This design comes from an exercise in tuning for small area, a short achievable clock period and few clock cycles on the open sky130 flow, not from production work. Function was checked by simulation only, so behaviour that the tests miss may differ from the original.

$ cat flow/standard.sh
#!/bin/bash
# synth_recipe.tcl (not shown) runs the flow's synth.tcl, then flattens the netlist and writes it again
# the make line also repeats each setting of config.mk as NAME=value (left out here)
make -C /OpenROAD-flow-scripts/flow DESIGN_CONFIG=/design/flow/config.mk WORK_HOME=/design/flow/orfs CLKGATE_MAP_FILE= SYNTH_SCRIPT=/design/flow/synth_recipe.tcl "${@:-finish}"
$ cat flow/flow/run.sh
#!/bin/bash
# Standard layout (the standard.sh: standard synthesis, floorplan, place,
# CTS, route, finish), with a larger setup margin for ORFS's timing repair so
# that the resizer keeps improving the critical paths below the clock period,
# and without gate cloning (its clones can overload a driver after routing).
set -euo pipefail
bash standard.sh SETUP_SLACK_MARGIN=8 SKIP_GATE_CLONING=1 finish > standard_flow.log 2>&1
$ cat flow/constraint.sdc
create_clock -name core_clock -period 17.0 [get_ports {clk}]
set_input_delay 3.4000 -clock core_clock [delete_from_list [all_inputs] [get_ports {clk}]]
set_output_delay 3.4000 -clock core_clock [all_outputs]
set_load 0.01 [all_outputs]
$ cat flow/config.mk
export PLATFORM = sky130hd
export DESIGN_NAME = pjon_cipher
export DESIGN_NICKNAME = pjon_cipher
export VERILOG_FILES = /design/flow/design.v
export SDC_FILE = /design/flow/constraint.sdc
export NUM_CORES = 4
export LEC_CHECK = 0
export ABC_AREA = 1
export CAP_MARGIN = 20
export CORE_MARGIN = 2
export CORE_UTILIZATION = 50
export SLEW_MARGIN = 20
$ cat flow/design.v
module pjon_cipher (
    input  wire         clk,
    input  wire         rst,         
    input  wire [127:0] key,         
    input  wire         cmd_valid,
    input  wire         cmd_op,      
    input  wire         cmd_ivf,
    input  wire         cmd_side,    
    input  wire [7:0]   cmd_len,
    input  wire [31:0]  cmd_now,
    input  wire         buf_we,
    input  wire [6:0]   buf_addr,
    input  wire [7:0]   buf_wdata,
    output wire [7:0]   buf_rdata,
    output wire         busy,
    output reg          done,
    output reg          err,
    output reg  [7:0]   result
);
    localparam [1:0] S_IDLE  = 2'd0,
                     S_CRYPT = 2'd1,    
                     S_SRCH  = 2'd2,    
                     S_SCAN  = 2'd3;    
    reg [7:0]   mem [0:127];
    reg [383:0] sb;                     
    reg [95:0]  key_r;                  
    reg [1:0]   state;
    reg         op_r, ivf_r, side_r;
    reg [7:0]   n_r;
    reg [7:0]   plen;                   
    reg [7:0]   x;                      
    reg         fetch;                  
    reg         pre_ph;                 
    reg [7:0]   cnt;                    
    reg [7:0]   k1;                     
    reg         pv;                     
    reg [7:0]   c0, cand;               
    reg [7:0]   seen;
    reg [7:0]   plo, phi, pend_c;       
    reg [7:0]   tlo;                    
    reg [5:0]   ka, kj;                 
    reg         ks_run, ks_done;
    assign busy = (state != S_IDLE);
    wire [6:0] addr = busy ? cnt[6:0] : buf_addr;
    wire [7:0] pm   = (({1'b0, addr} >= plo) && ({1'b0, addr} < phi)) ? pend_c : 8'd0;
    wire       scrub = !busy && !buf_we && !cmd_valid && ({1'b0, buf_addr} == plo) && (plo < phi);
    wire [7:0] rdv  = mem[addr] ^ pm;
    assign buf_rdata = rdv;
    reg  [5:0] kb_r;                    
    reg  [5:0] t_q;                     
    wire [5:0] ka_nx = ka + 6'd1;
    reg  [5:0] s_b, s_t, kb;
    integer e;
    always @(*) begin
        s_t = 6'd0;
        kb  = 6'd0;
        for (e = 0; e < 64; e = e + 1)
            if (t_q == e) s_t = sb[6*e +: 6];
        for (e = 0; e < 16; e = e + 1)
            if (ka_nx[3:0] == e) kb = key_r[6*e +: 6];
    end
    wire [5:0] s_a = ks_run ? sb[5:0] : sb[11:6];
    wire [5:0] jb = kj + s_a + kb_r;    
    always @(*) begin
        s_b = 6'd0;
        for (e = 0; e < 64; e = e + 1)
            if (jb == e) s_b = sb[6*e +: 6];
    end
    wire [95:0] key6;
    genvar g;
    generate for (g = 0; g < 16; g = g + 1) begin : gk
        assign key6[6*g +: 6] = key[8*g +: 6];
    end endgenerate
    wire kdiff = (key6 != key_r);
    wire bad_len = cmd_op ? (cmd_len > 8'd128)
                 : (cmd_ivf & ~cmd_side) ? (cmd_len > 8'd127)
                 : (cmd_ivf &  cmd_side) ? (cmd_len == 8'd0 || cmd_len > 8'd128)
                 : (cmd_len > 8'd128);
    wire [7:0] len_m1 = cmd_len - 8'd1;
    wire [7:0] plen_in = (cmd_ivf && cmd_side) ? len_m1 : cmd_len;
    wire [7:0] tlo_in  = (plen_in > plo) ? plen_in : plo;
    wire [11:0] m1 = {4'd0, cmd_now[7:0]} + {3'd0, cmd_now[15:8], 1'b0}
                   + {2'd0, cmd_now[23:16], 2'b0} + {1'd0, cmd_now[31:24], 3'b0};
    wire [8:0]  m2 = {1'b0, m1[7:0]} + {4'd0, m1[11:8], 1'b0};
    wire [7:0]  m3 = m2[7:0] + {6'd0, m2[8], 1'b0};
    wire [7:0]  iv_first = ((m3 >= 8'd254) ? m3 - 8'd254 : m3) + 8'd1;
    wire tail     = pre_ph && !fetch && (cnt < phi);
    wire pre_act  = pre_ph && (fetch || tail);
    wire pre_last = fetch ? !(tlo < phi) : (tail && (cnt + 8'd1 == phi));
    wire pre_free = !pre_act || pre_last;
    wire crypt    = (state == S_CRYPT);
    wire s1_go    = crypt && ks_done && (k1 < plen) && pre_free;
    wire p_last   = crypt && pv && (cnt + 8'd1 == plen);
    wire p_none   = crypt && (plen == 8'd0) && pre_free;
    wire [7:0] ks_out = rdv ^ ((ivf_r && (cnt + 8'd1 < n_r)) ? x : 8'd0) ^ {2'b00, s_t};
    wire [7:0] mv     = (state == S_SCAN) ? rdv : ks_out;
    wire       mv_en  = (state == S_SCAN) || (crypt && pv && ivf_r && !side_r);
    reg  [7:0] mv_r;
    reg        mv_v;
    wire [8:0] mdiff  = {1'b0, mv_r} - {1'b0, c0};
    wire [7:0] md     = mdiff[8] ? mdiff[7:0] - 8'd2 : mdiff[7:0];
    wire       mark   = mv_v && (mv_r != 8'd0) && (mv_r != 8'd255) && (md[7:3] == 5'd0);
    reg  [7:0] seen_s;
    always @(*) begin
        seen_s = seen;
        if (mark) seen_s[md[2:0]] = 1'b1;
    end
    wire       srch   = (state == S_SRCH);
    wire       found  = srch && !seen_s[0];
    wire       full   = &seen_s;
    wire [7:0] cand_nxt = (cand == 8'd254) ? 8'd1 : cand + 8'd1;
    wire [8:0] c0_p8  = {1'b0, c0} + 9'd8;
    wire [7:0] c0_nxt = (c0_p8 > 9'd254) ? c0_p8[7:0] - 8'd254 : c0_p8[7:0];
    wire restart = rst || (!busy && kdiff) || p_last;
    wire       mem_we = busy ? ((crypt && (tail || pv)) || (found && !op_r))
                             : (buf_we || scrub);
    wire [7:0] mem_wd = !busy ? (buf_we ? (buf_wdata ^ pm) : rdv)
                      : (state == S_SRCH) ? cand
                      : pv ? ks_out : rdv;
    always @(posedge clk)
        if (mem_we) mem[addr] <= mem_wd;
    wire step = ks_run || s1_go;
    always @(posedge clk) begin
        for (e = 0; e < 64; e = e + 1) begin
            if (restart)
                sb[6*e +: 6] <= e[5:0];
            else if (step) begin
                if ((e == 63 && ks_run) || (e == 0 && !ks_run))
                    sb[6*e +: 6] <= s_b;
                else if (jb == ((e + 1) % 64))
                    sb[6*e +: 6] <= s_a;
                else
                    sb[6*e +: 6] <= sb[6*((e + 1) % 64) +: 6];
            end
        end
    end
    always @(posedge clk) begin
        if (restart) begin
            key_r   <= key6;
            kb_r    <= key6[5:0];
            ka      <= 6'd0;
            kj      <= 6'd0;
            ks_run  <= 1'b1;
            ks_done <= 1'b0;
        end else if (step) begin
            ka   <= ka_nx;
            kj   <= jb - 6'd1;
            kb_r <= (ks_run && ka != 6'd63) ? kb : 6'd0;
            if (ks_run && ka == 6'd63) begin
                ks_run  <= 1'b0;
                ks_done <= 1'b1;
                kj      <= 6'd0;
            end
        end
    end
    always @(posedge clk) begin
        mv_r <= mv;
        mv_v <= busy && mv_en;
        if (!busy || (srch && full))
            seen <= 8'd0;
        else if (srch)
            seen <= {1'b0, seen_s[7:1]};
        else
            seen <= seen_s;
    end
    always @(posedge clk) begin
        done <= 1'b0;
        t_q  <= s_a + s_b - ka_nx;
        if (rst) begin
            state    <= S_IDLE;
            err      <= 1'b0;
            result   <= 8'd0;
            plo      <= 8'd0;
            phi      <= 8'd0;
        end else begin
            if (scrub) plo <= plo + 8'd1;
            case (state)
            S_IDLE: begin
                if (cmd_valid) begin
                    op_r   <= cmd_op;
                    ivf_r  <= cmd_ivf;
                    side_r <= cmd_side;
                    n_r    <= cmd_len;
                    c0     <= iv_first;
                    cand   <= iv_first;
                    k1     <= 8'd0;
                    pv     <= 1'b0;
                    if (bad_len) begin
                        err    <= 1'b1;
                        result <= 8'd0;
                        done   <= 1'b1;
                    end else begin
                        err <= 1'b0;
                        if (cmd_op) begin
                            cnt   <= 8'd0;
                            state <= (cmd_len == 8'd0) ? S_SRCH : S_SCAN;
                        end else begin
                            state <= S_CRYPT;
                            plen  <= (cmd_ivf && cmd_side) ? len_m1 : cmd_len;
                            fetch <= cmd_ivf && cmd_len >= 8'd2;
                            pre_ph <= 1'b1;
                            tlo   <= tlo_in;
                            cnt   <= (cmd_ivf && cmd_len >= 8'd2) ? len_m1 : tlo_in;
                        end
                    end
                end
            end
            S_CRYPT: begin
                if (fetch) begin
                    x     <= rdv;
                    fetch <= 1'b0;
                    cnt   <= tlo;
                end else if (tail) begin
                    cnt <= cnt + 8'd1;
                end
                if (s1_go) begin
                    k1     <= k1 + 8'd1;
                    pre_ph <= 1'b0;
                end
                pv <= s1_go;
                if (pv)
                    cnt <= cnt + 8'd1;
                else if (s1_go)
                    cnt <= 8'd0;
                if (p_last || p_none) begin
                    cnt <= n_r;
                    if (ivf_r && !side_r) begin
                        state    <= S_SRCH;
                        plo      <= 8'd0;    
                        phi      <= 8'd0;
                    end else begin
                        state  <= S_IDLE;
                        done   <= 1'b1;
                        result <= plen;
                        if (ivf_r && plen >= 8'd2) begin
                            plo      <= 8'd0;
                            phi      <= plen - 8'd1;
                            pend_c   <= ks_out;
                        end else begin
                            plo      <= 8'd0;
                            phi      <= 8'd0;
                        end
                    end
                end
            end
            S_SCAN: begin
                cnt <= cnt + 8'd1;
                if (cnt + 8'd1 == n_r) begin
                    cnt   <= n_r;
                    state <= S_SRCH;
                end
            end
            S_SRCH: begin
                if (full) begin
                    c0    <= c0_nxt;
                    cand  <= c0_nxt;
                    cnt   <= 8'd0;
                    state <= S_SCAN;
                end else if (!found) begin
                    cand <= cand_nxt;
                end else begin
                    state <= S_IDLE;
                    done  <= 1'b1;
                    if (op_r) begin
                        result <= cand;
                    end else begin
                        result   <= n_r + 8'd1;
                        plo      <= 8'd0;
                        phi      <= n_r;
                        pend_c   <= cand;
                    end
                end
            end
            endcase
        end
    end
endmodule
==> results_dict.tcl, run 1 <==
set metrics [dict create \
    status "timing/DRC/antenna clean" \
    crit_type "in2out" \
    crit_chain "buf_8 -> or2_4 -> o21ai_4 -> buf_4 -> buf_6 -> nor3_4 -> buf_12 -> a22o_1 -> a221oi_4 -> nand4_1 -> nand2_2 -> nand4_1 -> a22oi_2 -> o2111ai_4 -> or2_4 -> nand2_4 -> inv_2 -> buf_6" \
    reg_top3 "mem (1024), sb (384), key_r (96)" \
    final_net_count 8912 \
    syn_area_um2 79300 \
    relSlewSlack_pct 26.6 \
    async_reset_ff_share_pct 0 \
    synth_area_leader_cell "edfxtp_1" \
    setup_tns_ns 0 \
    rsz0062_at_grt "true" \
    start_kind "primary input" \
    grt_max_degree 217 \
    maxCapViolCount 0 \
    grt_overflow 0 \
    start_util_pct 50.2 \
    grt_antenna_before_repair 1 \
    yosys_register_bits 1653 \
    layout_common_cells "nand2_1, edfxtp_1, inv_1" \
    syn_inst 8268 \
    setup_viol 0 \
    synth_cell_type_count 65 \
    finalWeightedCongestion 0.905 \
    dr.pass1.iters 6 \
    rows 146 \
    cp_max_fo 39 \
    cp.arrival_ns 6.70 \
    syn_nets 8613 \
    cts_buffer_depth 3 \
    placed_cells 10200 \
    fmax_mhz 99.0 \
    cp-end-kind "output port" \
    grtUsageTotal_pct 31.3 \
    cts_tree "done" \
    diodes 0 \
    antenna_left 0 \
    area_growth_pct 18.9 \
    hold_class "reg2reg" \
    dp.final_hpwl_um 153000 \
    die_x_um 402 \
    final_common_cell "nand2_1" \
    cts_sinks 1653 \
    cts_hold_buf 0 \
    avgSynthCellArea_um2 9.59 \
    cpMaxStageDelayCell "a22oi_2" \
    viasPerCell 6.09 \
    yosysSeqAreaShare_pct 56.9 \
    fin_cells 10800 \
    synth_ff_type "edfxtp_1" \
    numPortBuffers 176 \
    maxSlewViolCount 0 \
    dieArea_um2 162000 \
    synthTopCellsByArea "edfxtp_1, dfxtp_1, nand2_1" \
    r2r_slack_ns 7.47 \
    routed_wl_um 263000 \
    clk_pin_slew_ns 0.06 \
    slowest_delay_ns 0.44 \
    num_vias 65700 \
    grt_pass1_wl_um 387000 \
    drt_iter0_drc 7152 \
    finClkSkew_ns 0.0701 \
    clock_latency_ns 0.85 \
    numCtsBuffers 177 \
    htreeDepth 4 \
    hold_viol 0 \
    fin_crit_ns 10.10 \
    tightest_slew_ns 1.10 \
    grt_pass1_vias 61200 \
    synth_edf_count 1204 \
    chipHeight_um 402 \
    synth_top_area_share_pct 45.6 \
    largest_reg_flops 1024 \
    critPathRequiredTime_ns 13.60 \
    drc 0 \
    wl_per_cell_um 24.3 \
    clock-root-buffer "clkbuf_16" \
    drive_gt1_share_pct 12.6 \
    largest_register "mem" \
    post-route-period-util_pct 59.4 \
    coreArea_um2 158000 \
    ys_warn_count 1 \
    ioPinCount 209 \
]
critical path, delay by kind of cell:
| kind | cells | cell delay (ns) |
|---|---|---|
| AO/OA/AOI/OAI | 5 | 1.26 |
| AND/OR/NAND/NOR | 7 | 1.25 |
| buffers and inverters | 6 | 0.71 |
per-layer routing:
| layer | global-route usage [%] | up-vias | wire [um] |
|---|---|---|---|
| met5 | 0 | - | 0 |
| met1 | 42.7 | 32000 | 109000 |
| met4 | 12.7 | 0 | 12000 |
| li1 | - | 30200 | - |
| met3 | 4.70 | 569 | 20700 |
| met2 | 50.3 | 2878 | 121000 |
kinds of logic (layout without fill, tap and decap cells):
group / Yosys count / after routing / synth area share [%]
AOI/OAI and AO/OA: 2080 / 2080 / 16.8
xor gates and xnor gates: 150 / 150 / 1.66
adders and majority gates: 155 / 155 / 2.69
buffers and inverters: 1103 / 1556 / 5.36
DFF: 1653 / 1653 / 56.9
muxes: 2 / 2 / 0.0268
and+or+nand+nor: 3125 / 3125 / 16.6
stage by stage:
| stage | instance area [um^2] | setup slack [ns] | hold WS, ns | util, % |
|---|---|---|---|---|
| 2_1_floorplan | 79500 | 7.97 | 0.441 | - |
| 3_3_place_gp | 83200 | 4.93 | 0.459 | 52.7 |
| 3_5_place_dp | 83200 | 5.01 | 0.462 | 52.7 |
| 4_1_cts | 92500 | 6.88 | 0.469 | 58.6 |
| 5_1_grt | 94300 | 6.79 | 0.500 | 59.7 |
| 6_report | 94300 | 6.90 | 0.473 | 59.7 |
final cells by class:
| class | count | area [um^2] |
|---|---|---|
| Fill cell | 13200 | 63600 |
| Sequential cell | 1653 | 45100 |
| Multi-Input combinational cell | 5512 | 31900 |
| Timing Repair Buffer | 558 | 6080 |
| Clock buffer | 236 | 4860 |
| Inverter | 665 | 2630 |
| Tap cell | 2072 | 2590 |
| Clock inverter | 97 | 1100 |
repair_timing:
item / 4_1_cts / 5_1_grt
endpoints found under the setup margin: 375 / 545
setup buffers: 166 / 93
resized for setup: 344 / 224
pin swaps: 114 / 199
cell usage after synthesis (8+ instances only):
| master | n |
|---|---|
| nand4_1 | 189 |
| a22oi_1 | 401 |
| a21oi_1 | 251 |
| dfxtp_1 | 449 |
| a22o_1 | 41 |
| a31oi_1 | 193 |
| nor2_1 | 522 |
| o21bai_1 | 9 |
| o22ai_1 | 30 |
| o21ai_1 | 79 |
| a41oi_1 | 9 |
| o211ai_1 | 283 |
| buf_1 | 51 |
| edfxtp_1 | 1204 |
| or2_2 | 70 |
| nand2_1 | 1893 |
| clkinv_1 | 23 |
| nor3_1 | 48 |
| a211oi_1 | 8 |
| a221oi_1 | 64 |
| fa_1 | 26 |
| o21ai_0 | 598 |
| xor2_1 | 59 |
| o2111ai_1 | 39 |
| nand3_1 | 339 |
| nand3b_1 | 10 |
| ha_1 | 129 |
| buf_2 | 26 |
| inv_2 | 26 |
| inv_1 | 614 |
| o31ai_1 | 12 |
| xnor2_1 | 91 |
| nor4_1 | 12 |
| o221ai_1 | 20 |
| clkbuf_1 | 349 |
| nor2_2 | 10 |
| nand2_2 | 9 |
path summary, 6_finish.rpt:
check / end / cells past startpoint / from
setup / recovery: buf_rdata[2] / 18 / buf_addr[2]
hold / removal: result[2] / 2 / result[2]
setup reg to reg: t_q[5] / 88 / ks_run
hold reg to reg: result[2] / 2 / result[2]
Testbench counts, summed over its fixed seeds: cycles 57,669.
==> run 2, diff against run 1 <==
--- a/flow/config.mk
+++ b/flow/config.mk
@@ -6,7 +6,7 @@
 export NUM_CORES = 4
 export LEC_CHECK = 0
 export ABC_AREA = 1
-export CAP_MARGIN = 20
+export CAP_MARGIN = 30
 export CORE_MARGIN = 2
 export CORE_UTILIZATION = 50
-export SLEW_MARGIN = 20
+export SLEW_MARGIN = 30
==> results_dict.tcl, run 2 <==
set metrics [dict create \
    yosysSeqAreaShare_pct 56.9 \
    min_path_cells 2 \
    ys_top_cells_by_count "nand2_1, edfxtp_1, inv_1" \
    routed_wl_um 265000 \
    final_common_cell "nand2_1" \
    synthAdderAreaFrac_pct 2.69 \
    ioPinCount 209 \
    grt_pass1_wl_um 386000 \
    rsz0062_at_grt "true" \
    grt_overflow 0 \
    yosys.area_share.simple_pct 16.6 \
    drt_iter0_drc 7440 \
    finClkSkew_ns 0.0633 \
    r2r_cells 86 \
    ys_warn_count 1 \
    hold_viol 0 \
    synthMuxAreaShare_pct 0.0268 \
    finalWeightedCongestion 0.905 \
    die_x_um 402 \
    r2r_slack_ns 7.55 \
    start_util_pct 50.2 \
    synth_edf_count 1204 \
    cp_max_fo 6 \
    fill_cells 13200 \
    yosys_register_bits 1653 \
    placed_cells 10200 \
    whs_endpoint "sb[276]" \
    wl_per_cell_um 24.6 \
    clock-root-buffer "clkbuf_16" \
    largest_register "mem" \
    relSlewSlack_pct 30.1 \
    synth-compound-area-share_pct 16.8 \
    synth_ff_type "edfxtp_1" \
    cp.arrival_ns 6.70 \
    htreeDepth 4 \
    hold_class "reg2reg" \
    post-route-period-util_pct 59.4 \
    cp-end-kind "output port" \
    grt_pass1_vias 61200 \
    cts_tree "done" \
    placed_area_um2 83300 \
    cts_sinks 1653 \
    area_growth_pct 19.0 \
    drive_gt1_share_pct 12.9 \
    setup_viol 0 \
    numCtsBuffers 178 \
    r2r_start "ks_run" \
    synth_cell_type_count 65 \
    fmax_mhz 99.1 \
    synth_top_family_by_area "compound AO/OA/AOI/OAI gates" \
    syn_area_um2 79300 \
    dieArea_um2 162000 \
    largest_reg_flops 1024 \
    crit_type "in2out" \
    antenna_left 0 \
    setup_tns_ns 0 \
    chipHeight_um 402 \
    worstHoldStart "sb[282]" \
    coreArea_um2 158000 \
    synth_area_leader_cell "edfxtp_1" \
    maxCapViolCount 0 \
    async_reset_ff_share_pct 0 \
    numPortBuffers 176 \
    grt_max_degree 217 \
    synth_top_area_share_pct 45.6 \
    start_kind "primary input" \
    reg2reg_to "t_q[5]" \
    final_core_util_pct 59.8 \
    syn_nets 8613 \
    syn_inst 8268 \
    clock_latency_ns 0.84 \
    clk_pin_slew_ns 0.06 \
    dr.pass1.iters 6 \
    drc 0 \
    final_area_um2 94400 \
    fin_crit_ns 10.10 \
    grt_antenna_before_repair 4 \
    critPathRequiredTime_ns 13.60 \
    synth_most_common_cell "nand2_1" \
    viasPerCell 6.08 \
    tightest_slew_ns 1.05 \
    fin_cells 10800 \
    dp.final_hpwl_um 153000 \
    avgSynthCellArea_um2 9.59 \
    multi_input_area_um2 31900 \
    cts_buffer_depth 3 \
    reg_top3 "mem (1024), sb (384), key_r (96)" \
    rows 146 \
    seq_area_um2 45100 \
    synthTopCellsByArea "edfxtp_1, dfxtp_1, nand2_1" \
    status "timing/DRC/antenna clean" \
    grtUsageTotal_pct 31.3 \
    num_vias 65700 \
    maxSlewViolCount 0 \
    cts_hold_buf 0 \
    layout_common_cells "nand2_1, edfxtp_1, inv_1" \
    synthXorXnorAreaFrac_pct 1.66 \
    final_net_count 8920 \
]
-- run 2: cell counts after synthesis --
Identical to the previous run, type by type.
-- run 2: final cells by class --
class / count / share of cell area, %
antenna: 3 / 0.00796
clock buffer: 238 / 5.14
clock inverter: 83 / 0.993
inverter: 665 / 2.79
multi-input combinational: 5512 / 33.8
sequential: 1653 / 47.8
tap: 2072 / 2.75
timing repair buffer: 565 / 6.65
-- run 2: per-stage QoR --
step	hold slack, ns	setup WS, ns
after global routing	0.486	6.83
after CTS	0.463	6.91
after floorplan	0.441	7.97
after detailed placement	0.460	4.99
final	0.460	6.90
after global placement	0.459	4.93
-- run 2: worst max path at each step --
stage,from,end,slack (ns),cells after the start
floorplan,buf_addr[1],buf_rdata[4],7.97,19
global placement,buf_addr[0],buf_rdata[7],4.93,15
detailed placement,buf_addr[0],buf_rdata[7],4.99,16
CTS,buf_addr[4],buf_rdata[3],6.91,14
global route,ks_run,t_q[5],6.83,83
finish,buf_addr[2],buf_rdata[2],6.90,18
-- run 2: layer usage --
metal  vias to the layer above  share of wire [%]  global-route usage [%]
met5                         -              0.012                       0
met1                     32100                 41                    43.2
met4                         4                4.2                    11.5
met2                      2833                 46                    50.3
li1                      30200                  -                       -
met3                       543                8.1                    4.50
-- run 2: timing repair --
action | CTS | global route
endpoints found under the setup margin | 396 | 521
resized for setup | 343 | 242
endpoints found under the hold margin | 0 | 0
pin swaps | 112 | 211
buffers inserted | 166 | 97
-- run 2: cells by family (layout without fill, tap and decap cells) --
logic type / Yosys count / count (layout)
buf+inv: 1103 / 1551
compound gates: 2080 / 2080
other cells: 0 / 3
flops: 1653 / 1653
xor+xnor: 150 / 150
simple gates: 3125 / 3125
mux: 2 / 2
fa+ha+maj: 155 / 155
-- run 2: critical path: stages --
cell and delay (ns):
buf_8 0.10, or2_4 0.23, o21ai_4 0.15, nor3_4 0.09
buf_12 0.15, buf_16 0.14, buf_16 0.16, buf_12 0.16
a22oi_2 0.16, nand4_1 0.20, nand2_1 0.13, nand4_1 0.36
a22oi_2 0.47, o2111ai_4 0.21, or2_4 0.29, nand2_4 0.08
inv_2 0.04, buf_6 0.12
==> run 3, diff against run 2 <==
--- a/flow/config.mk
+++ b/flow/config.mk
@@ -8,5 +8,5 @@
 export ABC_AREA = 1
 export CAP_MARGIN = 30
 export CORE_MARGIN = 2
-export CORE_UTILIZATION = 50
+export CORE_UTILIZATION = 60
 export SLEW_MARGIN = 30
==> results_dict.tcl, run 3 <==
set metrics [dict create \
    numCtsBuffers 172 \
    cts_hold_buf 0 \
    fmax_mhz 98.8 \
    final_area_um2 94900 \
    async_reset_ff_share_pct 0 \
    ys_top_cells_by_count "nand2_1, edfxtp_1, inv_1" \
    drc 0 \
    finalWeightedCongestion 0.935 \
    fill_cells 9369 \
    r2r_slack_ns 7.58 \
    wl_per_cell_um 25.6 \
    critPathTopFamily "simple AND/OR/NAND/NOR gates" \
    rows 133 \
    cts_buffer_depth 3 \
    clk_pin_slew_ns 0.06 \
    final_common_cell "nand2_1" \
    ys_warn_count 1 \
    dr_wl_met3_um 28300 \
    seq_area_um2 45100 \
    rsz0062_at_grt "true" \
    highest_layer "met4" \
    start_kind "primary input" \
    fin_cells 10500 \
    clock_latency_ns 0.87 \
    reg_top3 "mem (1024), sb (384), key_r (96)" \
    viasPerCell 6.42 \
    maxCapViolCount 0 \
    r2r_cells 89 \
    synth_edf_count 1204 \
    min_path_cells 2 \
    whs_endpoint "sb[372]" \
    r2r_start "ks_run" \
    grt_pass1_vias 62200 \
    hold_viol 0 \
    crit_chain "buf_6 -> inv_4 -> nand2_4 -> o21ai_4 -> buf_6 -> nor3_4 -> buf_12 -> buf_16 -> buf_16 -> buf_16 -> nand2_1 -> nand2_1 -> a21oi_2 -> nand4_1 -> nand2_1 -> a21oi_2 -> nor4_2 -> nand4_1 -> xor2_4 -> buf_6" \
    grt_overflow 0 \
    cp_max_fo 15 \
    grt_pass1_wl_um 390000 \
    synth_area_leader_cell "edfxtp_1" \
    clock-root-buffer "clkbuf_16" \
    worstHoldStart "sb[378]" \
    synth_ff_type "edfxtp_1" \
    relSlewSlack_pct 21.1 \
    crit_type "in2out" \
    cts_tree "done" \
    antenna_left 0 \
    post-route-period-util_pct 59.6 \
    yosys_register_bits 1653 \
    maxSlewViolCount 0 \
    placed_cells 9872 \
    largest_reg_flops 1024 \
    hold_class "reg2reg" \
    dp.final_hpwl_um 147000 \
    numPortBuffers 176 \
    final_net_count 8942 \
    htreeDepth 4 \
    cp.arrival_ns 6.73 \
    die_x_um 367 \
    syn_inst 8268 \
    yosysSeqAreaShare_pct 56.9 \
    drt-met1-wl_um 102000 \
    cts_sinks 1653 \
    synthTopCellsByArea "edfxtp_1, dfxtp_1, nand2_1" \
    cpMaxStageDelayCell "nand4_1" \
    synth_most_common_cell "nand2_1" \
    fin_crit_ns 10.13 \
    drt_iter0_drc 8634 \
    worst-path-buf-inv 8 \
    wl_met2_um 122000 \
    tightest_slew_ns 1.18 \
    reg2reg_to "t_q[5]" \
    setup_tns_ns 0 \
    area_growth_pct 19.7 \
    synth_top_area_share_pct 45.6 \
    drive_gt1_share_pct 14.5 \
    setup_viol 0 \
    grt_max_degree 204 \
    ioPinCount 209 \
    placed_area_um2 82800 \
    dieArea_um2 135000 \
    layout_common_cells "nand2_1, edfxtp_1, inv_1" \
    avgSynthCellArea_um2 9.59 \
    slowest_delay_ns 0.50 \
    status "timing/DRC/antenna clean" \
    dr.pass1.iters 6 \
    synth_cell_type_count 65 \
    syn_nets 8613 \
    grt_antenna_before_repair 3 \
    largest_register "mem" \
    chipHeight_um 367 \
    finClkSkew_ns 0.113 \
    multi_input_area_um2 32400 \
    routed_wl_um 269000 \
    coreArea_um2 131000 \
    grtUsageTotal_pct 38.1 \
    num_vias 67400 \
    start_util_pct 60.4 \
    syn_area_um2 79300 \
    cp-end-kind "output port" \
    critPathRequiredTime_ns 13.60 \
]
## run 3: routing by layer
metal	vias up	global-route usage, %
met3	912	6.73
met1	32300	51.1
met4	0	20.9
met2	3974	59.1
li1	30300	-
met5	-	0.178
## run 3: worst max-delay path by stage
stage / from / end / slack (ns) / cells after the start
2_1_floorplan: buf_addr[1] / buf_rdata[4] / 7.97 / 19
5_1_grt: buf_addr[1] / buf_rdata[2] / 6.88 / 19
6_report: buf_addr[1] / buf_rdata[3] / 6.87 / 20
3_5_place_dp: buf_addr[0] / buf_rdata[7] / 4.90 / 14
4_1_cts: buf_addr[1] / buf_rdata[3] / 6.90 / 17
3_3_place_gp: buf_addr[0] / buf_rdata[7] / 4.99 / 14
## run 3: through the flow
step           util [%]  setup WS (ns)  hold slack, ns
2_1_floorplan         -           7.97           0.441
3_3_place_gp       63.0           4.99           0.457
3_5_place_dp       63.1           4.90           0.467
4_1_cts            70.4           6.90           0.458
5_1_grt            72.3           6.88           0.494
6_report           72.3           6.87           0.457
## run 3: logic make-up after synthesis
logic type / Yosys count / share of synthesized area (%)
AOI/OAI and AO/OA: 2080 / 16.8
xor gates and xnor gates: 150 / 1.66
adders and majority gates: 155 / 2.69
buffers and inverters: 1103 / 5.36
DFF: 1653 / 56.9
muxes: 2 / 0.0268
and+or+nand+nor: 3125 / 16.6
## run 3: cell type report
class,instances,area share (%)
well taps,1755,2.31
clock inverters,90,1.09
multi-input cells,5512,34.1
repair buffers,593,7.28
diodes,2,0.00527
clock buffers,226,4.88
flip-flops and latches,1653,47.6
inverters,665,2.76
## run 3: what timing repair did
item / CTS / global route
gates resized for setup: 324 / 418
cloned: 0 / 0
setup buffers: 220 / 79
hold endpoints to repair: 0 / 0
pin swaps: 99 / 202
endpoints found under the setup margin: 375 / 1391
## run 3: tightest hold or removal path: stages (launching register included)
cell and delay [ns]:
dfxtp_1 0.31, nand2_1 0.07, a31oi_1 0.07
==> run 4, diff against run 3 <==
--- a/flow/flow/run.sh
+++ b/flow/flow/run.sh
@@ -4,4 +4,4 @@
 # that the resizer keeps improving the critical paths below the clock period,
 # and without gate cloning (its clones can overload a driver after routing).
 set -euo pipefail
-bash standard.sh SETUP_SLACK_MARGIN=8 SKIP_GATE_CLONING=1 finish > standard_flow.log 2>&1
+bash standard.sh SETUP_SLACK_MARGIN=7 SKIP_GATE_CLONING=1 finish > standard_flow.log 2>&1
--- a/flow/config.mk
+++ b/flow/config.mk
@@ -8,5 +8,5 @@
 export ABC_AREA = 1
 export CAP_MARGIN = 30
 export CORE_MARGIN = 2
-export CORE_UTILIZATION = 60
+export CORE_UTILIZATION = 50
 export SLEW_MARGIN = 30
==> results_dict.tcl, run 4 <==
set metrics [dict create \
    largest_reg_flops 1024 \
    hold_viol 0 \
    routed_wl_um 258000 \
    grt_pass1_wl_um 380000 \
    start_util_pct 50.2 \
    drc 0 \
    syn_inst 8268 \
    avgSynthCellArea_um2 9.59 \
    dp_slack_ns 4.90 \
    htreeDepth 4 \
    coreArea_um2 158000 \
    synthTopCellsByArea "edfxtp_1, dfxtp_1, nand2_1" \
    setup_viol 0 \
    antenna_left 0 \
    synth_cell_type_count 65 \
    wl_per_cell_um 24.0 \
    maxCapViolCount 0 \
    rsz0062_at_grt "true" \
    fmax_mhz 97.6 \
    status "timing/DRC/antenna clean" \
    fill_cells 13400 \
    post-route-period-util_pct 60.3 \
    finClkSkew_ns 0.0582 \
    reg_top3 "mem (1024), sb (384), key_r (96)" \
    largest_register "mem" \
    chipHeight_um 402 \
    grt_overflow 0 \
    timing.final.ws_setup_ns 6.75 \
    setup_tns_ns 0 \
    final_common_cell "nand2_1" \
    synthMuxAreaShare_pct 0.0268 \
    dp.final_hpwl_um 153000 \
    viasPerCell 6.04 \
    synth_top_family_by_area "compound AO/OA/AOI/OAI gates" \
    relSlewSlack_pct 15.5 \
    cts_buffer_depth 3 \
    tightest_slew_ns 1.27 \
    synthXorXnorAreaFrac_pct 1.66 \
    clock-root-buffer "clkbuf_16" \
    dieArea_um2 162000 \
    cts_sinks 1653 \
    syn_nets 8613 \
    cp.arrival_ns 6.85 \
    area_growth_pct 17.0 \
    synth_ff_type "edfxtp_1" \
    dr.pass1.iters 6 \
    synth_edf_count 1204 \
    grt_max_degree 194 \
    layout_common_cells "nand2_1, edfxtp_1, inv_1" \
    diodes 0 \
    hold_class "reg2reg" \
    num_vias 64900 \
    final_net_count 8870 \
    synth_top_area_share_pct 45.6 \
    critPathRequiredTime_ns 13.60 \
    grtUsageTotal_pct 30.7 \
    multi_input_area_um2 31300 \
    synth_most_common_cell "nand2_1" \
    seq_area_um2 45100 \
    drt_iter0_drc 6931 \
    yosys.area_share.simple_pct 16.6 \
    fin_crit_ns 10.25 \
    maxSlewViolCount 0 \
    cts_tree "done" \
    die_x_um 402 \
    clk_pin_slew_ns 0.06 \
    syn_area_um2 79300 \
    ys_warn_count 1 \
    start_kind "primary input" \
    clock_latency_ns 0.84 \
    synthAdderAreaFrac_pct 2.69 \
    crit_type "in2out" \
    ys_top_cells_by_count "nand2_1, edfxtp_1, inv_1" \
    rows 146 \
    cp_max_fo 21 \
    yosys_register_bits 1653 \
    cts_hold_buf 0 \
    numPortBuffers 176 \
    drive_gt1_share_pct 11.1 \
    final_core_util_pct 58.7 \
    async_reset_ff_share_pct 0 \
    grt_pass1_vias 60500 \
    yosysSeqAreaShare_pct 56.9 \
    numCtsBuffers 178 \
    synth_area_leader_cell "edfxtp_1" \
    finalWeightedCongestion 0.900 \
    cp-end-kind "output port" \
    ioPinCount 209 \
    grt_antenna_before_repair 2 \
    synth-compound-area-share_pct 16.8 \
]
## run 4: path summary, 6_finish.rpt
kind | from | endpoint | slack (ns) | cells past startpoint
hold / removal | result[6] | result[6] | 0.46 | 2
setup / recovery | buf_addr[2] | buf_rdata[5] | 6.75 | 18
hold reg to reg | result[6] | result[6] | 0.46 | 2
setup reg to reg | ks_run | t_q[5] | 7.58 | 84
## run 4: worst max-delay path, cell delays in order
cell and delay [ns]:
buf_6 0.09, or2_4 0.23, o21ai_4 0.12, inv_2 0.11
buf_4 0.16, nor3_2 0.27, buf_12 0.29, buf_16 0.23
buf_12 0.21, a22oi_1 0.09, nand4_1 0.19, nand2_1 0.11
nand4_1 0.32, nand2_2 0.14, a31o_2 0.28, nand2_4 0.13
inv_1 0.08, clkdlybuf4s15_1 0.30
## run 4: metal layers
metal / track usage [%] / share of wire (%) / vias to the layer above
met5: 0 / 0.0050 / -
met1: 41.7 / 42 / 31600
met2: 49.9 / 47 / 2605
li1: - / - / 30100
met3: 4.66 / 7.3 / 513
met4: 11.5 / 4.1 / 2
## run 4: metrics by stage
stage,instance area (um^2),hold slack (ns),cells
after floorplan,79300,0.441,8268
after global placement,83100,0.460,10200
after detailed placement,83200,0.460,10200
after CTS,91100,0.468,10600
after global routing,92700,0.480,10700
final,92700,0.465,10700
## run 4: area by class of cell
class	count	area share, %
multi-input cells	5512	33.7
inverters	665	2.81
clock buffers	229	5.19
repair buffers	515	5.90
flip-flops and latches	1653	48.7
clock inverters	97	0.908
well taps	2072	2.80
## run 4: kinds of logic (layout without fill, tap and decap cells)
family	Yosys count	in the layout
AOI/OAI and AO/OA	2080	2080
xor gates and xnor gates	150	150
adders and majority gates	155	155
buffers and inverters	1103	1506
DFF	1653	1653
muxes	2	2
and+or+nand+nor	3125	3125
## run 4: repair_timing
item / 4_1_cts / 5_1_grt
resized for setup: 268 / 143
hold endpoints to repair: 0 / 0
pin swaps: 50 / 109
setup buffers: 108 / 104
setup endpoints to repair: 11 / 88
==> run 5, diff against run 4 <==
--- a/flow/design.v
+++ b/flow/design.v
@@ -27,17 +27,14 @@
     reg [1:0]   state;
     reg         op_r, ivf_r, side_r;
     reg [7:0]   n_r;
-    reg [7:0]   plen;                   
     reg [7:0]   x;                      
     reg         fetch;                  
     reg         pre_ph;                 
     reg [7:0]   cnt;                    
-    reg [7:0]   k1;                     
     reg         pv;                     
     reg [7:0]   c0, cand;               
     reg [7:0]   seen;
     reg [7:0]   plo, phi, pend_c;       
-    reg [7:0]   tlo;                    
     reg [5:0]   ka, kj;                 
     reg         ks_run, ks_done;
     assign busy = (state != S_IDLE);
@@ -79,6 +76,8 @@
     wire [7:0] len_m1 = cmd_len - 8'd1;
     wire [7:0] plen_in = (cmd_ivf && cmd_side) ? len_m1 : cmd_len;
     wire [7:0] tlo_in  = (plen_in > plo) ? plen_in : plo;
+    wire [7:0] plen = n_r - {7'd0, ivf_r & side_r};
+    wire [7:0] tlo  = (plen > plo) ? plen : plo;
     wire [11:0] m1 = {4'd0, cmd_now[7:0]} + {3'd0, cmd_now[15:8], 1'b0}
                    + {2'd0, cmd_now[23:16], 2'b0} + {1'd0, cmd_now[31:24], 3'b0};
     wire [8:0]  m2 = {1'b0, m1[7:0]} + {4'd0, m1[11:8], 1'b0};
@@ -89,7 +88,7 @@
     wire pre_last = fetch ? !(tlo < phi) : (tail && (cnt + 8'd1 == phi));
     wire pre_free = !pre_act || pre_last;
     wire crypt    = (state == S_CRYPT);
-    wire s1_go    = crypt && ks_done && (k1 < plen) && pre_free;
+    wire s1_go    = crypt && ks_done && pre_free && (pv ? (cnt + 8'd1 < plen) : (plen != 8'd0));
     wire p_last   = crypt && pv && (cnt + 8'd1 == plen);
     wire p_none   = crypt && (plen == 8'd0) && pre_free;
     wire [7:0] ks_out = rdv ^ ((ivf_r && (cnt + 8'd1 < n_r)) ? x : 8'd0) ^ {2'b00, s_t};
@@ -183,7 +182,6 @@
                     n_r    <= cmd_len;
                     c0     <= iv_first;
                     cand   <= iv_first;
-                    k1     <= 8'd0;
                     pv     <= 1'b0;
                     if (bad_len) begin
                         err    <= 1'b1;
@@ -196,10 +194,8 @@
                             state <= (cmd_len == 8'd0) ? S_SRCH : S_SCAN;
                         end else begin
                             state <= S_CRYPT;
-                            plen  <= (cmd_ivf && cmd_side) ? len_m1 : cmd_len;
                             fetch <= cmd_ivf && cmd_len >= 8'd2;
                             pre_ph <= 1'b1;
-                            tlo   <= tlo_in;
                             cnt   <= (cmd_ivf && cmd_len >= 8'd2) ? len_m1 : tlo_in;
                         end
                     end
@@ -214,7 +210,6 @@
                     cnt <= cnt + 8'd1;
                 end
                 if (s1_go) begin
-                    k1     <= k1 + 8'd1;
                     pre_ph <= 1'b0;
                 end
                 pv <= s1_go;
==> flow/flow/run.sh (replaced) <==
#!/bin/bash
# Standard layout (the standard.sh: standard synthesis, floorplan, place,
# CTS, route, finish), with a larger setup margin (7 ns) for ORFS's timing repair so
# that the resizer keeps improving the critical paths below the clock period,
# and without gate cloning (its clones can overload a driver after routing).
set -euo pipefail
bash standard.sh SETUP_SLACK_MARGIN=7 SKIP_GATE_CLONING=1 finish > standard_flow.log 2>&1
==> results_dict.tcl, run 5 <==
set metrics [dict create \
    dr.pass1.iters 9 \
    r2r_cells 90 \
    final_common_cell "nand2_1" \
    finClkSkew_ns 0.0684 \
    maxSlewViolCount 0 \
    grt_pass1_vias 61200 \
    drt_iter0_drc 7301 \
    tightest_slew_ns 1.02 \
    numCtsBuffers 174 \
    maxCapViolCount 0 \
    final_net_count 8924 \
    ys_top_cells_by_count "nand2_1, edfxtp_1, inv_1" \
    ys_warn_count 1 \
    drc 0 \
    area_growth_pct 16.4 \
    critPathRequiredTime_ns 13.60 \
    synth_most_common_cell "nand2_1" \
    crit_type "in2out" \
    dp_slack_ns 4.71 \
    coreArea_um2 157000 \
    yosysSeqAreaShare_pct 56.3 \
    synth_edf_count 1180 \
    grtUsageTotal_pct 31.4 \
    syn_inst 8334 \
    routed_wl_um 260000 \
    chipHeight_um 401 \
    dieArea_um2 161000 \
    largest_register "mem" \
    post-route-period-util_pct 60.0 \
    synthTopCellsByArea "edfxtp_1, dfxtp_1, nand2_1" \
    setup_tns_ns 0 \
    status "timing/DRC/antenna clean" \
    min_path_cells 2 \
    dp.final_hpwl_um 156000 \
    fmax_mhz 98.0 \
    async_reset_ff_share_pct 0 \
    grt_pass1_wl_um 387000 \
    reg_top3 "mem (1024), sb (384), key_r (96)" \
    viasPerCell 6.01 \
    layout_common_cells "nand2_1, edfxtp_1, inv_1" \
    start_kind "primary input" \
    hold_viol 0 \
    finalWeightedCongestion 0.929 \
    cp-end-kind "output port" \
    die_x_um 401 \
    synth_top_area_share_pct 44.9 \
    numPortBuffers 176 \
    placed_cells 10300 \
    syn_area_um2 78900 \
    avgSynthCellArea_um2 9.47 \
    htreeDepth 4 \
    grt_overflow 0 \
    clock-root-buffer "clkbuf_16" \
    final_core_util_pct 58.7 \
    synth_ff_type "edfxtp_1" \
    grt_max_degree 222 \
    num_vias 64700 \
    setup_viol 0 \
    cts_sinks 1629 \
    antenna_left 0 \
    fin_cells 10800 \
    ioPinCount 209 \
    drive_gt1_share_pct 10.0 \
    hold_class "reg2reg" \
    fin_crit_ns 10.21 \
    rows 145 \
    synth_cell_type_count 70 \
    start_util_pct 50.4 \
    clock_latency_ns 0.83 \
    diodes 0 \
    cp.arrival_ns 6.81 \
    yosys_register_bits 1629 \
    wl_per_cell_um 24.2 \
    rsz0062_at_grt "true" \
    synth_area_leader_cell "edfxtp_1" \
    cp_max_fo 7 \
    clk_pin_slew_ns 0.06 \
    cts_tree "done" \
    relSlewSlack_pct 31.7 \
    largest_reg_flops 1024 \
    syn_nets 8690 \
    grt_antenna_before_repair 0 \
    cts_buffer_depth 3 \
    timing.final.ws_setup_ns 6.79 \
]
==> run 5: changes by cell type after synthesis, moves of 25 or more <==
| cell | previous run | this run |
|---|---|---|
| o21ai_1 | 79 | 36 |
| xor2_1 | 59 | 151 |
| o21ai_0 | 598 | 638 |
| inv_1 | 614 | 710 |
| a22o_1 | 41 | 68 |
| clkbuf_1 | 349 | 375 |
| nor4_1 | 12 | 37 |
| xnor2_1 | 91 | 24 |
| nand2_1 | 1893 | 1946 |
| a221oi_1 | 64 | 91 |
| nand3_1 | 339 | 294 |
| a22oi_1 | 401 | 341 |
==> run 5: logic make-up after synthesis <==
group / synth area share, %
AO/OA/AOI/OAI: 16.7
adder cells (fa/ha/maj): 2.88
buffers and inverters: 5.69
XOR/XNOR: 1.98
flip-flops: 56.3
AND/OR/NAND/NOR: 16.5
==> run 5: repair_timing <==
| action | CTS | global route |
|---|---|---|
| hold buffers | 0 | 0 |
| resized for setup | 260 | 103 |
| setup buffers | 109 | 70 |
| pin swaps | 52 | 78 |
| endpoints found under the setup margin | 20 | 13 |
==> run 5: metrics by stage <==
stage | area [um^2] | hold slack [ns]
final | 91900 | 0.447
after floorplan | 78900 | 0.441
after global routing | 91900 | 0.468
after detailed placement | 82900 | 0.467
after CTS | 90800 | 0.438
after global placement | 82900 | 0.459
==> run 5: final timing paths <==
path	from	endpoint	slack, ns
setup / recovery	buf_addr[0]	buf_rdata[3]	6.79
hold reg to reg	sb[292]	sb[286]	0.45
setup reg to reg	ks_run	t_q[5]	7.56
hold / removal	sb[292]	sb[286]	0.45
==> run 5: metal layers <==
metal	GRT usage, %	wire length, um
met1	42.7	108000
met3	4.84	20200
met2	50.5	120000
met4	12.7	12300
met5	0	0
==> run 5: area by class of cell <==
type,count,area [um^2]
clock buffers,232,4720
clock inverters,91,913
fillers,13400,64700
inverters,743,2880
multi-input cells,5526,31200
flip-flops and latches,1629,44400
well taps,2058,2570
repair buffers,494,5160
==> run 5: critical path, stage by stage <==
cell	delay [ns]
buf_8	0.11
o21ai_4	0.21
buf_6	0.16
nor3_4	0.06
buf_12	0.17
buf_16	0.14
a22o_1	0.26
a221oi_4	0.21
nand4_1	0.20
nand2_2	0.14
nand4_1	0.36
a221oi_2	0.48
o211ai_1	0.27
or2_4	0.31
nand2_4	0.11
inv_2	0.05
buf_6	0.12
Testbench counts of run 5, summed over its fixed seeds: cycles 57,669.
==> run 6, diff against run 5 <==
--- a/flow/config.mk
+++ b/flow/config.mk
@@ -8,5 +8,5 @@
 export ABC_AREA = 1
 export CAP_MARGIN = 30
 export CORE_MARGIN = 2
-export CORE_UTILIZATION = 50
+export CORE_UTILIZATION = 45
 export SLEW_MARGIN = 30
==> results_dict.tcl, run 6 <==
set metrics [dict create \
    status "timing/DRC/antenna clean" \
    r2r_cells 92 \
    grt_max_degree 220 \
    crit_chain "buf_4 -> o21ai_4 -> buf_12 -> clkinvlp_4 -> buf_4 -> nor3_4 -> buf_12 -> buf_16 -> buf_16 -> buf_6 -> a22oi_1 -> nand4_1 -> a22o_1 -> a221oi_4 -> nand3_2 -> nor4_4 -> xor2_2 -> inv_2 -> buf_2" \
    area_growth_pct 18.1 \
    grt_pass1_vias 61100 \
    cpMaxStageDelayCell "nor4_4" \
    fin_crit_ns 10.07 \
    drive_gt1_share_pct 10.8 \
    coreArea_um2 174000 \
    num_vias 66000 \
    drc 0 \
    syn_inst 8334 \
    largest_reg_flops 1024 \
    numCtsBuffers 174 \
    cts_hold_buf 0 \
    largest_register "mem" \
    reg2reg_to "t_q[5]" \
    final_net_count 8995 \
    dp_slack_ns 4.80 \
    multi_input_area_um2 31300 \
    hold_slack_ns 0.471 \
    cts_tree "done" \
    timing.final.ws_setup_ns 6.93 \
    ioPinCount 209 \
    critPathTopFamily "buffers and inverters" \
    wl_per_cell_um 24.4 \
    ys_top_cells_by_count "nand2_1, edfxtp_1, inv_1" \
    antenna_left 0 \
    critPathRequiredTime_ns 13.60 \
    clock_latency_ns 0.86 \
    worst-path-buf-inv 10 \
    ys_warn_count 1 \
    dieArea_um2 179000 \
    grt_antenna_before_repair 5 \
    post-route-period-util_pct 59.3 \
    min_path_cells 2 \
    cp-end-kind "output port" \
    dp.final_hpwl_um 157000 \
    routed_wl_um 271000 \
    finClkSkew_ns 0.0872 \
    grtUsageTotal_pct 28.7 \
    syn_area_um2 78900 \
    synth_edf_count 1180 \
    r2r_start "ks_run" \
    final_common_cell "nand2_1" \
    crit_type "in2out" \
    clock-root-buffer "clkbuf_16" \
    chipHeight_um 423 \
    synth_cell_type_count 70 \
    fill_cells 15200 \
    async_reset_ff_share_pct 0 \
    maxCapViolCount 0 \
    worstHoldStart "result[5]" \
    drt_iter0_drc 7276 \
    fmax_mhz 99.3 \
    setup_tns_ns 0 \
    cp.arrival_ns 6.67 \
    synthTopCellsByArea "edfxtp_1, dfxtp_1, nand2_1" \
    seq_area_um2 44400 \
    synth_most_common_cell "nand2_1" \
    rows 153 \
    yosys_register_bits 1629 \
    placed_area_um2 83300 \
    r2r_slack_ns 7.66 \
    htreeDepth 4 \
    syn_nets 8690 \
    grt_overflow 0 \
    tightest_slew_ns 1.09 \
    avgSynthCellArea_um2 9.47 \
    slowest_delay_ns 0.36 \
    rsz0062_at_grt "true" \
    start_kind "primary input" \
    numPortBuffers 176 \
    layout_common_cells "nand2_1, edfxtp_1, inv_1" \
    relSlewSlack_pct 27.3 \
    whs_endpoint "result[5]" \
    yosysSeqAreaShare_pct 56.3 \
    maxSlewViolCount 0 \
    cts_buffer_depth 3 \
    hold_viol 0 \
    cts_sinks 1629 \
    synth_area_leader_cell "edfxtp_1" \
    final_area_um2 93300 \
    cp_max_fo 7 \
    dr.pass1.iters 6 \
    grt_pass1_wl_um 392000 \
    finalWeightedCongestion 0.897 \
    clk_pin_slew_ns 0.06 \
    setup_viol 0 \
    synth_top_area_share_pct 44.9 \
    start_util_pct 45.4 \
    synth_ff_type "edfxtp_1" \
    viasPerCell 5.94 \
    die_x_um 423 \
    hold_class "reg2reg" \
    reg_top3 "mem (1024), sb (384), key_r (96)" \
    diodes 0 \
]
run 6: layout make-up:
cell class | count | area share [%]
Timing Repair Buffer | 565 | 6.51
Tap cell | 2325 | 3.12
Inverter | 743 | 3.09
Multi-Input combinational cell | 5526 | 33.6
Clock buffer | 237 | 5.06
Clock inverter | 83 | 1.02
Sequential cell | 1629 | 47.6
run 6: worst register-to-register path: cells and delay by family, from the launching register on:
family	cells	cell delay [ns]
AOI/OAI and AO/OA	4	0.62
xor gates and xnor gates	2	0.41
adders and majority gates	5	1.78
buffers and inverters	10	1.14
DFF	1	0.34
and+or+nand+nor	71	4.97
run 6: per-layer routing:
layer / vias to the layer above / track usage, % / routed length, um
li1: 30200 / - / -
met1: 32000 / 39.4 / 111000
met2: 3097 / 45.5 / 124000
met3: 632 / 4.59 / 22800
met4: 2 / 11.6 / 12700
met5: - / 0 / 9
run 6: how the worst max path moves through the flow:
stage                            from           end  slack [ns]  cells past startpoint
final                     buf_addr[0]  buf_rdata[1]        6.93                     19
after global routing           ks_run        t_q[5]        6.80                     88
after CTS                 buf_addr[0]  buf_rdata[5]        6.97                     16
after detailed placement  buf_addr[2]  buf_rdata[2]        4.80                     19
after global placement    buf_addr[1]  buf_rdata[2]        4.85                     18
after floorplan           buf_addr[1]  buf_rdata[6]        7.37                     16
run 6: timing repair:
action	CTS	global route
pin swaps	74	97
resized for setup	270	114
hold endpoints to repair	0	0
endpoints found under the setup margin	11	13
gates cloned	0	0
setup buffers	146	108
run 6: per-stage QoR:
stage,std cells,util [%]
2_1_floorplan,8334,-
3_3_place_gp,10500,47.8
3_5_place_dp,10500,47.8
4_1_cts,11000,52.6
5_1_grt,11100,53.6
6_report,11100,53.6
run 6: logic make-up after synthesis:
logic type      Yosys count  synth area share (%)
fa+ha+maj               166                  2.88
flops                  1629                  56.3
simple gates           3122                  16.5
compound gates         2061                  16.7
buf+inv                1179                  5.69
xor+xnor                177                  1.98
==> run 7, diff against run 6 <==
--- a/flow/config.mk
+++ b/flow/config.mk
@@ -8,5 +8,7 @@
 export ABC_AREA = 1
 export CAP_MARGIN = 30
 export CORE_MARGIN = 2
-export CORE_UTILIZATION = 45
+export CORE_UTILIZATION = 50
+export CTS_CLUSTER_DIAMETER = 80
+export CTS_CLUSTER_SIZE = 20
 export SLEW_MARGIN = 30
==> results_dict.tcl, run 7 <==
set metrics [dict create \
    status "timing/DRC/antenna clean" \
    antenna_left 0 \
    maxCapViolCount 0 \
    routed_wl_um 260000 \
    maxSlewViolCount 0 \
    grt_pass1_wl_um 385000 \
    area_growth_pct 13.8 \
    viasPerCell 6.07 \
    synth_top_area_share_pct 44.9 \
    num_vias 64500 \
    drc 0 \
    cts_hold_buf 0 \
    timing.final.ws_setup_ns 6.85 \
    coreArea_um2 157000 \
    start_util_pct 50.4 \
    synth_most_common_cell "nand2_1" \
    syn_area_um2 78900 \
    min_path_cells 2 \
    start_kind "primary input" \
    worstHoldStart "result[2]" \
    fin_crit_ns 10.15 \
    synth_cell_type_count 70 \
    cp_max_fo 36 \
    die_x_um 401 \
    dp_slack_ns 4.71 \
    dieArea_um2 161000 \
    async_reset_ff_share_pct 0 \
    numPortBuffers 176 \
    hold_class "reg2reg" \
    hold_viol 0 \
    numCtsBuffers 103 \
    crit_chain "buf_8 -> inv_4 -> nand2_4 -> o21ai_4 -> buf_4 -> nor3_2 -> buf_6 -> buf_6 -> a221oi_2 -> nand4_1 -> nand2_2 -> nand4_1 -> a221oi_2 -> o211ai_1 -> or2_4 -> nand2_4 -> inv_2 -> buf_6" \
    slowest_delay_ns 0.49 \
    largest_reg_flops 1024 \
    crit_type "in2out" \
    path_common_cell "buf_6" \
    syn_inst 8334 \
    cp-end-kind "output port" \
    grt_overflow 0 \
    tightest_slew_ns 1.03 \
    finalWeightedCongestion 0.929 \
    reg2reg_to "t_q[5]" \
    cts_tree "done" \
    avgSynthCellArea_um2 9.47 \
    layout_common_cells "nand2_1, edfxtp_1, inv_1" \
    cpMaxStageDelayCell "a221oi_2" \
    grt_max_degree 222 \
    post-route-period-util_pct 59.7 \
    drive_gt1_share_pct 9.84 \
    final_common_cell "nand2_1" \
    ioPinCount 209 \
    ys_top_cells_by_count "nand2_1, edfxtp_1, inv_1" \
    synth_edf_count 1180 \
    wl_per_cell_um 24.4 \
    drt_iter0_drc 7294 \
    rows 145 \
    finClkSkew_ns 0.0669 \
    r2r_slack_ns 7.56 \
    r2r_cells 90 \
    clk_pin_slew_ns 0.08 \
    dp.final_hpwl_um 156000 \
    synth_ff_type "edfxtp_1" \
    grtUsageTotal_pct 31.2 \
    grt_pass1_vias 60300 \
    cts_buffer_depth 3 \
    dr.pass1.iters 8 \
    critPathRequiredTime_ns 13.60 \
    chipHeight_um 401 \
    relSlewSlack_pct 31.2 \
    syn_nets 8690 \
    clock_latency_ns 0.78 \
    fmax_mhz 98.5 \
    synthTopCellsByArea "edfxtp_1, dfxtp_1, nand2_1" \
    setup_viol 0 \
    cp.arrival_ns 6.75 \
    clock-root-buffer "clkbuf_16" \
    reg_top3 "mem (1024), sb (384), key_r (96)" \
    largest_register "mem" \
    synth_area_leader_cell "edfxtp_1" \
    ys_warn_count 1 \
    cts_sinks 1629 \
    htreeDepth 3 \
    yosysSeqAreaShare_pct 56.3 \
    grt_antenna_before_repair 4 \
    whs_endpoint "result[2]" \
    setup_tns_ns 0 \
    r2r_start "ks_run" \
    yosys_register_bits 1629 \
    rsz0062_at_grt "true" \
    final_net_count 8856 \
]
run 7: cell types whose count changed in the layout (fill, tap and decap cells not counted), moves of 13 or more:
cell,delta
buf_12,-13
buf_4,-48
clkbuf_1,-30
clkbuf_16,-74
clkinv_1,-33
clkinv_2,-16
inv_1,-16
nand2_1,-24
nand2_2,+21
nand3_1,-33
nand3_2,+30
run 7: final cells by class:
class | count | area [um^2]
Fill cell | 13600 | 66700
Sequential cell | 1629 | 44400
Multi-Input combinational cell | 5526 | 31400
Timing Repair Buffer | 497 | 5220
Inverter | 743 | 2910
Clock buffer | 128 | 2730
Tap cell | 2058 | 2570
Clock inverter | 40 | 574
Antenna cell | 4 | 10.0
run 7: how the worst max path moves through the flow:
stage | start | endpoint | depth (start not counted)
after CTS | buf_addr[1] | buf_rdata[0] | 18
after global routing | ks_run | t_q[5] | 88
after detailed placement | buf_addr[1] | buf_rdata[2] | 18
final | buf_addr[2] | buf_rdata[3] | 18
after floorplan | buf_addr[1] | buf_rdata[6] | 16
after global placement | buf_addr[1] | buf_rdata[2] | 18
run 7: cell families (layout without fill, tap and decap cells):
logic type	count (synthesis)	count (layout)	synth area share, %
buffers and inverters	1179	1408	5.69
AOI/OAI and AO/OA	2061	2061	16.7
adders and majority gates	166	166	2.88
other	0	4	0
xor gates and xnor gates	177	177	1.98
DFF	1629	1629	56.3
and+or+nand+nor	3122	3122	16.5
run 7: stage by stage:
stage          cells  cell area, um^2  hold WS (ns)  utilization [%]
6_report       10600            89900         0.475             57.4
5_1_grt        10600            89800         0.507             57.4
4_1_cts        10600            88600         0.479             56.6
3_5_place_dp   10300            82900         0.467             52.9
3_3_place_gp   10300            82900         0.459             52.9
2_1_floorplan   8334            78900         0.441                -
run 7: worst max-delay path: cells and delay by family:
kind,cells,cell delay (ns)
AO/OA/AOI/OAI,4,1.19
AND/OR/NAND/NOR,7,1.19
buffers and inverters,7,0.90
run 7: metal layers:
layer / up-vias / GRT usage (%) / part of all wire, %
met5: - / 0 / 0.0096
met4: 2 / 12.0 / 4.3
met3: 499 / 4.88 / 7.7
met2: 2715 / 50.3 / 46
met1: 31400 / 42.6 / 42
li1: 29900 / - / -
run 7: repair_timing:
item                       in CTS  in global routing
setup endpoints to repair      19                 13
setup buffers                 124                 58
pin swaps                      58                138
gates resized for setup       277                167
hold endpoints to repair        0                  0
==> run 8, diff against run 7 <==
==> flow/run.sh (new file) <==
#!/bin/bash
# synth_recipe.tcl (not shown) runs the flow's synth.tcl, then flattens the netlist and writes it again
# the make line also repeats each setting of config.mk as NAME=value (left out here)
make -C /OpenROAD-flow-scripts/flow DESIGN_CONFIG=/design/flow/config.mk WORK_HOME=/design/flow/orfs CLKGATE_MAP_FILE= SYNTH_SCRIPT=/design/flow/synth_recipe.tcl finish
--- a/flow/config.mk
+++ b/flow/config.mk
@@ -9,6 +9,5 @@
 export CAP_MARGIN = 30
 export CORE_MARGIN = 2
 export CORE_UTILIZATION = 50
-export CTS_CLUSTER_DIAMETER = 80
-export CTS_CLUSTER_SIZE = 20
+export SETUP_SLACK_MARGIN = 5
 export SLEW_MARGIN = 30
removed: flow/flow/run.sh
removed: flow/standard.sh
==> results_dict.tcl, run 8 <==
set metrics [dict create \
    dr.pass1.iters 6 \
    hold_viol 0 \
    drt_iter0_drc 6523 \
    synth_cell_type_count 70 \
    post-route-period-util_pct 68.9 \
    start_kind "primary input" \
    syn_area_um2 78900 \
    wl_per_cell_um 22.8 \
    start_util_pct 50.4 \
    grt_pass1_wl_um 366000 \
    syn_nets 8690 \
    crit_chain "clkdlybuf4s50_1 -> inv_1 -> nand2_1 -> o21ai_1 -> inv_1 -> nor3_2 -> buf_12 -> buf_6 -> a22oi_1 -> nand4_1 -> a22o_1 -> a221oi_1 -> nand3_1 -> nor4_1 -> xor2_1 -> inv_1 -> clkdlybuf4s50_1" \
    finClkSkew_ns 0.0617 \
    maxCapViolCount 0 \
    cpMaxStageDelayCell "nor4_1" \
    tightest_slew_ns 0.988 \
    cts_sinks 1629 \
    path_common_cell "inv_1" \
    hold_class "reg2reg" \
    drc 0 \
    cts_tree "done" \
    routed_wl_um 241000 \
    coreArea_um2 157000 \
    largest_register "mem" \
    setup_tns_ns 0 \
    ys_top_cells_by_count "nand2_1, edfxtp_1, inv_1" \
    num_vias 62800 \
    viasPerCell 5.94 \
    async_reset_ff_share_pct 0 \
    synth_most_common_cell "nand2_1" \
    drt-met1-wl_um 103000 \
    cts_buffer_depth 3 \
    clock-root-buffer "clkbuf_16" \
    grt_max_degree 195 \
    synth_top_area_share_pct 44.9 \
    synth_area_leader_cell "edfxtp_1" \
    htreeDepth 4 \
    fin_crit_ns 11.71 \
    grt_antenna_before_repair 1 \
    numCtsBuffers 173 \
    critPathRequiredTime_ns 13.60 \
    clock_latency_ns 0.84 \
    antenna_left 0 \
    grtUsageTotal_pct 29.3 \
    cts_hold_buf 0 \
    highest_layer "met5" \
    yosysSeqAreaShare_pct 56.3 \
    wl_met2_um 112000 \
    synth_ff_type "edfxtp_1" \
    slowest_delay_ns 0.67 \
    rsz0062_at_grt "false" \
    synth_edf_count 1180 \
    yosys_register_bits 1629 \
    grt_pass1_vias 59600 \
    cp_max_fo 91 \
    clk_pin_slew_ns 0.06 \
    setup_viol 0 \
    status "timing/DRC/antenna clean" \
    final_net_count 8731 \
    finalWeightedCongestion 0.921 \
    layout_common_cells "nand2_1, edfxtp_1, inv_1" \
    reg_top3 "mem (1024), sb (384), key_r (96)" \
    ioPinCount 209 \
    largest_reg_flops 1024 \
    maxSlewViolCount 0 \
    crit_type "in2out" \
    r2r_slack_ns 5.95 \
]
run 8: cells by family (layout without fill, tap and decap cells):
| family | Yosys count | after routing | synth area share [%] |
|---|---|---|---|
| adders and majority gates | 166 | 166 | 2.88 |
| DFF | 1629 | 1629 | 56.3 |
| xor gates and xnor gates | 177 | 177 | 1.98 |
| buffers and inverters | 1179 | 1352 | 5.69 |
| AOI/OAI and AO/OA | 2061 | 2061 | 16.7 |
| and+or+nand+nor | 3122 | 3122 | 16.5 |
| other | 0 | 1 | 0 |
run 8: layout make-up:
| type | instances | area [um^2] |
|---|---|---|
| timing repair buffer | 302 | 2850 |
| inverter | 743 | 2810 |
| clock inverter | 89 | 943 |
| fill | 13700 | 68000 |
| multi-input combinational | 5526 | 30300 |
| tap | 2058 | 2570 |
| clock buffer | 218 | 4600 |
| sequential | 1629 | 44400 |
| antenna | 1 | 2.50 |
run 8: path summary, 6_finish.rpt:
kind | startpoint | endpoint | cells past startpoint
worst min-delay path | result[3] | result[3] | 2
worst max register to register | ks_run | t_q[5] | 90
worst max-delay path | buf_addr[2] | buf_rdata[1] | 17
worst min register to register | result[3] | result[3] | 2
run 8: routing by layer:
layer	global-route usage (%)	vias up
met3	3.91	454
met5	0	-
met1	40.3	30300
met4	11.1	2
met2	47.2	2351
li1	-	29700
run 8: what timing repair did:
action / CTS / global route
setup buffers: 0 / 0
setup endpoints to repair: 6 / 6
resized for setup: 6 / 7
run 8: worst register-to-register path: cells and delay by family (launching register included):
kind | cells | cell delay, ns
fa+ha+maj | 5 | 2.37
buf+inv | 7 | 1.25
flops | 1 | 0.30
compound gates | 7 | 0.97
xor+xnor | 2 | 0.42
simple gates | 69 | 5.64
run 8: stage by stage:
stage,hold slack (ns),std cells,cell area (um^2),setup slack (ns),utilization [%]
after detailed placement,0.466,10300,82900,4.87,52.9
after global routing,0.498,10600,88500,5.01,56.5
final,0.471,10600,88500,5.29,56.6
after CTS,0.469,10600,88400,5.03,56.5
after floorplan,0.441,8334,78900,5.91,-
after global placement,0.456,10300,82900,4.87,52.9

static timing again, ports no longer ideal:
In the flow no input, the clock included, has a driving cell. The finished layouts below were timed again as built, in two steps.
Step 1: set_driving_cell puts a clkbuf_16 on clk and a buf_2 on each other input, an assumption about the parent block.
Step 2 also shifts input and output timing later by t, the mid clock arrival at the registers, as if the neighbouring blocks saw the same clock.
Slacks: ideal / step 1 / step 2; pairs: ideal / step 1.
run | shift t [ns] | setup WS [ns] | worst hold slack (ns) | worst setup path at the end
run 1 | 0.903 | 6.895 / 6.856 / 6.856 | 0.473 / 0.473 / 0.473 | input to output
run 2 | 0.896 | 6.905 / 6.865 / 6.865 | 0.460 / 0.460 / 0.460 | input to output
run 3 | 0.903 | 6.875 / 6.837 / 6.837 | 0.457 / 0.457 / 0.457 | input to output
run 4 | 0.893 | 6.754 / 6.721 / 6.721 | 0.465 / 0.465 / 0.465 | input to output
run 5 | 0.889 | 6.795 / 6.736 / 6.736 | 0.447 / 0.447 / 0.447 | input to output
run 6 | 0.911 | 6.927 / 6.823 / 6.823 | 0.471 / 0.471 / 0.471 | input to output
run 7 | 0.841 | 6.846 / 6.804 / 6.804 | 0.475 / 0.475 / 0.475 | input to output
run 8 | 0.900 | 5.291 / 5.268 / 5.268 | 0.471 / 0.471 / 0.471 | input to output
After both steps setup and hold are still met in every run listed. The setup slack of run 6, which loses most, moves by -0.104 ns with the drivers and by -0.104 ns with both steps.
